Background: an optimization exercise with open tools, aiming at small area, a short achievable clock period and few clock cycles per item. Do not read the settings as production practice. Only simulation tests tie the RTL to the original design; equivalence was not proved. No activity file was given, so power comes from the tool's default toggle rates.

Setup of run 1:
Design motor_ui_core, start of the top module:
module motor_ui_core (
    input  wire        clk,
    input  wire        rst,             
    input  wire        op_valid,
    input  wire [15:0] op_word,
    output wire        op_ready,
    output reg         done,
    output reg  [15:0] result,
    output reg         refused,
    output wire [3:0]  col_drive,
    output reg  [13:0] duty_hb,
    output reg  [13:0] duty_boost,
    output reg  [13:0] duty_buck,
    output reg         pwm_out_en,
    output wire [31:0] rpm,
    output reg         running,
    output reg         vth,
    output reg  [16:0] sp_volt,
    output reg  [16:0] sp_speed,
    output reg  [16:0] sp_max,
    output reg  [1:0]  cur_row,
    output reg  [2:0]  cur_col,
    output reg  [19:0] dig_buf,         
    output reg         digit_entered
);
export LEC_CHECK = 0
export ABC_AREA = 1
export CAP_MARGIN = 20
export CORE_MARGIN = 2
export CORE_UTILIZATION = 40
export CTS_BUF_LIST = sky130_fd_sc_hd__clkbuf_16
export CTS_CLUSTER_DIAMETER = 75
export CTS_CLUSTER_SIZE = 28
export SLEW_MARGIN = 20
create_clock -name core_clock -period 10.0 [get_ports {clk}]
standard.sh (not shown) runs the stock make flow with config.mk's settings and CLKGATE_MAP_FILE= SYNTH_SCRIPT=/design/flow/synth_recipe.tcl, a recipe that flattens the netlist after the stock synthesis.
==> flow/flow/run.sh <==
#!/bin/bash
set -euo pipefail
args=()
while IFS= read -r line; do
  [[ -z "$line" || "$line" == \#* ]] && continue
  args+=("$line")
done < flow/make_args.txt
bash standard.sh "${args[@]}" finish > layout_make.log 2>&1
==> flow/flow/make_args.txt <==
SETUP_SLACK_MARGIN=6.7
BUFFER_PORTS_ARGS=-buffer_cell sky130_fd_sc_hd__buf_2
Run 1 reached the end of the flow, and the finished layout is clean on the timing, design-rule and antenna checks.
Testbench counts of run 1, summed over its fixed seeds: cycles 24,865, ops 24,000.
Inputs modified between run 1 and run 2:
# run 1
export LEC_CHECK = 0
export ABC_AREA = 1
export CAP_MARGIN = 20
export CORE_MARGIN = 2
export CORE_UTILIZATION = 40
export CTS_BUF_LIST = sky130_fd_sc_hd__clkbuf_16
export CTS_CLUSTER_DIAMETER = 75
export CTS_CLUSTER_SIZE = 28
export SLEW_MARGIN = 20
create_clock -name core_clock -period 10.0 [get_ports {clk}]
# run 2
export LEC_CHECK = 0
export ABC_AREA = 1
export CAP_MARGIN = 20
export CORE_MARGIN = 2
export CORE_UTILIZATION = 40
export CTS_BUF_LIST = sky130_fd_sc_hd__clkbuf_8
export CTS_CLUSTER_SIZE = 30
export SLEW_MARGIN = 20
create_clock -name core_clock -period 10.0 [get_ports {clk}]
==> flow/flow/make_args.txt <==
SETUP_SLACK_MARGIN=6.2
BUFFER_PORTS_ARGS=-buffer_cell sky130_fd_sc_hd__buf_2
### Flow results
Run 2: flow completed, timing, DRC and antenna clean
Delta (run 2 minus run 1): ratio of total power to cell area climbed about 4.6%, global-route usage barely changed, clock share of power climbed 4.2 points.
The following lists how run 3 was set up differently from run 2:
# run 2
export LEC_CHECK = 0
export ABC_AREA = 1
export CAP_MARGIN = 20
export CORE_MARGIN = 2
export CORE_UTILIZATION = 40
export CTS_BUF_LIST = sky130_fd_sc_hd__clkbuf_8
export CTS_CLUSTER_SIZE = 30
export SLEW_MARGIN = 20
create_clock -name core_clock -period 10.0 [get_ports {clk}]
# run 3
export LEC_CHECK = 0
export ABC_AREA = 1
export ABC_CLOCK_PERIOD_IN_PS = 3300
export CAP_MARGIN = 20
export CORE_MARGIN = 2
export CORE_UTILIZATION = 40
export CTS_BUF_LIST = sky130_fd_sc_hd__clkbuf_16
export CTS_CLUSTER_DIAMETER = 60
export CTS_CLUSTER_SIZE = 20
export SLEW_MARGIN = 20
create_clock -name core_clock -period 10.0 [get_ports {clk}]
==> flow/flow/make_args.txt <==
SETUP_SLACK_MARGIN=6.8
BUFFER_PORTS_ARGS=-buffer_cell sky130_fd_sc_hd__buf_2
--- outcome ---
- Run 3 vs run 2: combined area of the multi-input logic cells up by a few percent
- Of the two candidates, run 2 has the better power dissipated by switching net loads and run 3 the worse one.
- [run 3] part of the total power dissipated in sequential elements rose 1.0 points relative to run 2
- Compared to run 2, run 3 has worst setup slack 0.30 ns higher.
- Delta (run 3 minus run 2): area fraction of clock buffers and clock inverters dropped 1.3 points; utilization went up.
- Total track usage: lower on run 2
- Of run 2 and run 3, run 2 shows the lower via count, with run 3 above it.
- Cmp run 3 vs run 2: layout buffering overhead excluding clock cells higher in run 3
Inputs modified between run 3 and run 4:
# run 3
export LEC_CHECK = 0
export ABC_AREA = 1
export ABC_CLOCK_PERIOD_IN_PS = 3300
export CAP_MARGIN = 20
export CORE_MARGIN = 2
export CORE_UTILIZATION = 40
export CTS_BUF_LIST = sky130_fd_sc_hd__clkbuf_16
export CTS_CLUSTER_DIAMETER = 60
export CTS_CLUSTER_SIZE = 20
export SLEW_MARGIN = 20
create_clock -name core_clock -period 10.0 [get_ports {clk}]
# run 4
export LEC_CHECK = 0
export ABC_AREA = 1
export CAP_MARGIN = 20
export CORE_MARGIN = 2
export CORE_UTILIZATION = 40
export CTS_BUF_LIST = sky130_fd_sc_hd__clkbuf_16
export CTS_CLUSTER_DIAMETER = 60
export CTS_CLUSTER_SIZE = 20
export SLEW_MARGIN = 20
create_clock -name core_clock -period 10.0 [get_ports {clk}]
==> flow/flow/make_args.txt <==
SETUP_SLACK_MARGIN=6.7
BUFFER_PORTS_ARGS=-buffer_cell sky130_fd_sc_hd__buf_2
[summary]
Diff run 4..run 3 | number of sequential cells in the layout | unchanged. Looking at run 3 and run 4, the final cell count is a wash. Any difference in met1 routing resource usage after global routing between run 3 and run 4 is small enough to ignore. The cell area reported after detailed placement on run 3 is in line with that on run 4. Run 4 vs run 3 on delay contributed by the slowest stage of the critical path: run 4 is the higher one.
Inputs modified between run 4 and run 5:
# run 4
export LEC_CHECK = 0
export ABC_AREA = 1
export CAP_MARGIN = 20
export CORE_MARGIN = 2
export CORE_UTILIZATION = 40
export CTS_BUF_LIST = sky130_fd_sc_hd__clkbuf_16
export CTS_CLUSTER_DIAMETER = 60
export CTS_CLUSTER_SIZE = 20
export SLEW_MARGIN = 20
create_clock -name core_clock -period 10.0 [get_ports {clk}]
# run 5
export LEC_CHECK = 0
export ABC_AREA = 1
export CAP_MARGIN = 20
export CORE_MARGIN = 2
export CORE_UTILIZATION = 55
export CTS_BUF_LIST = sky130_fd_sc_hd__clkbuf_8
export CTS_CLUSTER_SIZE = 30
export SLEW_MARGIN = 20
create_clock -name core_clock -period 10.0 [get_ports {clk}]
==> flow/flow/make_args.txt <==
SETUP_SLACK_MARGIN=6.2
BUFFER_PORTS_ARGS=-buffer_cell sky130_fd_sc_hd__buf_2
On synthesized area, run 5 tracks run 4 almost exactly. NOTE: detailed route wirelength on metal3 in run 5 exceeds that of run 4. Run 5 against run 4: core footprint dropped 17000 sq um; met2 routing resource usage after global routing climbed 18 points; minimum clock period after layout climbed 0.36 ns. Reported for run 4 and run 5, average footprint of a synthesized cell turned out identical to the last digit. Run 4 and run 5 ended up with nearly the same sequential power. Summary of run 5 over run 4: relative contribution of combinational cells to total power went down 1.2 points, slew at the pin with the worst max-slew slack went up by 0.037 ns.
Here is what was changed in the inputs of run 6 compared with run 5.
# run 5
export LEC_CHECK = 0
export ABC_AREA = 1
export CAP_MARGIN = 20
export CORE_MARGIN = 2
export CORE_UTILIZATION = 55
export CTS_BUF_LIST = sky130_fd_sc_hd__clkbuf_8
export CTS_CLUSTER_SIZE = 30
export SLEW_MARGIN = 20
create_clock -name core_clock -period 10.0 [get_ports {clk}]
# run 6
export LEC_CHECK = 0
export ABC_AREA = 1
export CAP_MARGIN = 20
export CORE_MARGIN = 2
export CORE_UTILIZATION = 40
export CTS_BUF_LIST = sky130_fd_sc_hd__clkbuf_16
export CTS_CLUSTER_DIAMETER = 60
export CTS_CLUSTER_SIZE = 20
export PLACE_DENSITY = 0.7
export SLEW_MARGIN = 20
create_clock -name core_clock -period 10.0 [get_ports {clk}]
==> flow/flow/make_args.txt <==
SETUP_SLACK_MARGIN=6.8
BUFFER_PORTS_ARGS=-buffer_cell sky130_fd_sc_hd__buf_2
==> run summary <==
Run 6 reached the final stage; the timing, design-rule and antenna checks on its layout passed. No stage failed in run 5, and the final checks on the layout all came back clean. [compare] base=run 5 new=run 6: starting utilization of the core area went down 16 points, core utilization down 16 points, via count fell by about 4.3%. Taking run 5 as the reference, in run 6 detailed-route wire length down 4.7%, combinational power share up 1.9 points, number of tapcells up 34%, placed instance area up about 0.9%. The average vias per placed instance reported for run 6 is smaller than that of run 5 by 7.8%.

* * *

motor_ui_core, a different RTL version from the one above (not shown whole).
Size in the first run: ~200 I/O pins.
## motor_ui_core
module motor_ui_core (
    input  wire        clk,
    input  wire        rst,             
    input  wire        op_valid,
    input  wire [15:0] op_word,
    output wire        op_ready,
    output reg         done,
    output reg  [15:0] result,
    output reg         refused,
    output wire [3:0]  col_drive,
    output reg  [13:0] duty_hb,
    output reg  [13:0] duty_boost,
    output reg  [13:0] duty_buck,
    output reg         pwm_out_en,
    output wire [31:0] rpm,
    output reg         running,
    output reg         vth,
    output reg  [16:0] sp_volt,
    output reg  [16:0] sp_speed,
    output reg  [16:0] sp_max,
    output reg  [1:0]  cur_row,
    output reg  [2:0]  cur_col,
    output reg  [19:0] dig_buf,         
    output reg         digit_entered
);
export LEC_CHECK = 0
export CAP_MARGIN = 20
export CORE_MARGIN = 2
export CORE_UTILIZATION = 40
export SLEW_MARGIN = 20
create_clock -name core_clock -period 10.0 [get_ports {clk}]
==> flow/flow/run.sh <==
#!/bin/bash
set -euo pipefail
MARGIN=$(cat flow/margin.txt)
bash standard.sh SETUP_SLACK_MARGIN="$MARGIN" finish > layout_make.log 2>&1
==> flow/flow/margin.txt <==
6.2
The first run finished with timing, DRC and antenna clean.
Testbench counts at the start, summed over its fixed seeds: cycles 24,821, ops 24,000.
Change:
==> flow/run.sh (new file) <==
#!/bin/bash
# synth_recipe.tcl (not shown) runs the flow's synth.tcl, then flattens the netlist and writes it again
# the make line also repeats each setting of config.mk as NAME=value (left out here)
make -C /OpenROAD-flow-scripts/flow DESIGN_CONFIG=/design/flow/config.mk WORK_HOME=/design/flow/orfs CLKGATE_MAP_FILE= SYNTH_SCRIPT=/design/flow/synth_recipe.tcl finish
Settings changed: ABC_AREA set to 1, SETUP_SLACK_MARGIN set to 5.
removed: flow/flow/run.sh
removed: flow/flow/margin.txt
removed: flow/standard.sh
=>
- The changed run finished with timing, DRC and antenna clean
- worst setup slack got worse by 0.31 ns
- final cell count increases by 11%
- global-route usage climbs by 2.2 points
- routed wire length grows by 11%
- clock skew stays flat
- die area increases by 1.1%
- total power went up by 5.0%
- clock-buffer cell count increases by 3
Change:
Settings changed: ABC_AREA 1 to unset.
Final cell count fell by 10%.
Worst setup slack degrades by 0.28 ns.
Maximum frequency fell by 6.4%.
Area after synthesis fell by 1.1%.
Count of clock-buffer cells in the layout fell by 3.
Die area fell by 1.1%.

* * *

Setup of pepper:
motor_ui_core with an RTL version that a note above also has.
Size: roughly 3,400 cells after synthesis, roughly 420 flip-flops.
Design motor_ui_core, start of the top module:
module motor_ui_core (
    input  wire        clk,
    input  wire        rst,             
    input  wire        op_valid,
    input  wire [15:0] op_word,
    output wire        op_ready,
    output reg         done,
    output reg  [15:0] result,
    output reg         refused,
    output wire [3:0]  col_drive,
    output reg  [13:0] duty_hb,
    output reg  [13:0] duty_boost,
    output reg  [13:0] duty_buck,
    output reg         pwm_out_en,
    output wire [31:0] rpm,
    output reg         running,
    output reg         vth,
    output reg  [16:0] sp_volt,
    output reg  [16:0] sp_speed,
    output reg  [16:0] sp_max,
    output reg  [1:0]  cur_row,
    output reg  [2:0]  cur_col,
    output reg  [19:0] dig_buf,         
    output reg         digit_entered
);
clock: 10.0 ns
lec_check: 0
abc_area: 1
cap_margin: 20
core_margin: 2
core_utilization: 40
cts_buf_list: sky130_fd_sc_hd__clkbuf_8
cts_cluster_size: 30
slew_margin: 20
==> flow/flow/run.sh <==
#!/bin/bash
set -euo pipefail
args=()
while IFS= read -r line; do
  [[ -z "$line" || "$line" == \#* ]] && continue
  args+=("$line")
done < flow/make_args.txt
bash standard.sh "${args[@]}" finish > layout_make.log 2>&1
==> flow/flow/make_args.txt <==
SETUP_SLACK_MARGIN=6.7
BUFFER_PORTS_ARGS=-buffer_cell sky130_fd_sc_hd__buf_2
The final layout from pepper, which completed every stage, passed the timing, design-rule and antenna checks at the end of the flow.
Testbench counts of pepper, summed over its fixed seeds: cycles 24,865, ops 24,000.
What garnet does differently from pepper at the input level:
Settings: changing CTS_CLUSTER_SIZE from 30 to 20; changing ABC_AREA from 1 to 0; changing CTS_BUF_LIST from sky130_fd_sc_hd__clkbuf_8 to sky130_fd_sc_hd__clkbuf_16; setting ABC_CLOCK_PERIOD_IN_PS to 3300 for the first time; setting CTS_CLUSTER_DIAMETER to 60 for the first time.
==> flow/flow/make_args.txt <==
SETUP_SLACK_MARGIN=6.8
BUFFER_PORTS_ARGS=-buffer_cell sky130_fd_sc_hd__buf_2
--- outcome ---
Compared with pepper, garnet shows top achievable clock speed lower by 9.1%. sky130_fd_sc_hd__edfxtp_1 as the slowest cell on the critical path was reported by garnet, and sky130_fd_sc_hd__dfxtp_2 by pepper. Going from pepper to garnet, post-synthesis xor/xnor area fraction +1.5 points; final hold slack now smaller. pepper → garnet: area after synthesis lower, final wirelength higher, multi-input gate area in the final layout higher, maximum number of pins on one net before global-route repair higher. garnet does worse than pepper on smallest setup slack after layout. Floorplan row count, garnet vs pepper: down slightly. Across both runs, count of clock-buffer cells in the layout was lower for garnet than for pepper.
diff inputs: garnet => nickel
Settings: ABC_AREA: 0 -> 1; ABC_CLOCK_PERIOD_IN_PS: 3300 -> unset; CTS_CLUSTER_SIZE: 20 -> 30; CTS_BUF_LIST: sky130_fd_sc_hd__clkbuf_16 -> sky130_fd_sc_hd__clkbuf_8; CTS_CLUSTER_DIAMETER: 60 -> unset.
==> flow/flow/make_args.txt <==
SETUP_SLACK_MARGIN=6.45
BUFFER_PORTS_ARGS=-buffer_cell sky130_fd_sc_hd__buf_2
==> run summary <==
- nickel vs. garnet: maximum frequency now sits higher; number of standard cells in the final layout excluding fillers has increased.
- When nickel is measured against garnet, its total combinational power turns out about 40% lower.
- Changes observed in nickel relative to garnet: logic depth of the worst setup path including buffers shows a reduction of 12, non-clock buffer count shows a reduction of 62, final worst setup slack shows an increase of 0.19 ns, multi-input combinational cell count shows an increase of 202.
- Going from garnet to nickel, the area after synthesis was found to have gone up by about 1.4%.
- Compared with garnet, nickel shows wire length of the first global-routing pass that has gone down by a few percent.
> inputs changed (nickel -> ember)
==> flow/flow/make_args.txt <==
SETUP_SLACK_MARGIN=6.9
BUFFER_PORTS_ARGS=-buffer_cell sky130_fd_sc_hd__buf_2
--- outcome ---
- ember: PASS, flow complete, no timing, DRC or antenna violations
- nickel → ember: fraction of final layout cells with drive strength greater than 1 now sits higher; detailed-route wire length per cell now larger; met1 usage now larger; power per cell area lost about 8%; worst setup slack picked up an extra 0.22 ns.

-- re-timing with driven ports --
In the flow no input, the clock included, has a driving cell. The finished layouts below were timed again as built, in two steps.
Step 1, drivers: a clkbuf_16 drives clk and a buf_2 each remaining input, both assumed.
Step 2 times the ports against the registers' clock, not the clock port: input delays grow and output delays shrink by t, the midpoint of the rising clock arrivals with the driver on.
Slacks: no drivers / after step 1 / after step 2; pairs: no drivers / after step 1.
| run | t, ns | slack for setup (ns) | worst data-port slew with drivers (ns) |
|---|---|---|---|
| run 1 | 0.621 | 6.730 / 6.670 / 6.276 | 0.03 |
| run 2 | 0.720 | 6.529 / 6.529 / 6.380 | 0.03 |
| run 3 | 0.637 | 6.826 / 6.762 / 6.390 | 0.03 |
| run 4 | 0.639 | 6.753 / 6.688 / 6.277 | 0.03 |
| run 5 | 0.712 | 6.391 / 6.391 / 6.315 | 0.03 |
| run 6 | 0.633 | 6.816 / 6.756 / 6.306 | 0.04 |
| the first run of note 2 | 0.647 | 6.263 / 6.202 / 5.777 | 0.15 |
| the second run of note 2 | 0.669 | 5.951 / 5.888 / 5.524 | 0.03 |
| the third run of note 2 | 0.653 | 5.675 / 5.609 / 5.732 | 0.16 |
| pepper | 0.712 | 6.741 / 6.679 / 6.173 | 0.03 |
| garnet | 0.653 | 6.417 / 6.417 / 6.384 | 0.03 |
| nickel | 0.720 | 6.604 / 6.546 / 6.376 | 0.03 |
| ember | 0.718 | 6.819 / 6.760 / 6.376 | 0.03 |
After both steps every run listed still meets setup and hold. For pepper, which loses most, drivers alone change the setup slack by -0.062 ns; drivers and shift together by -0.568 ns.
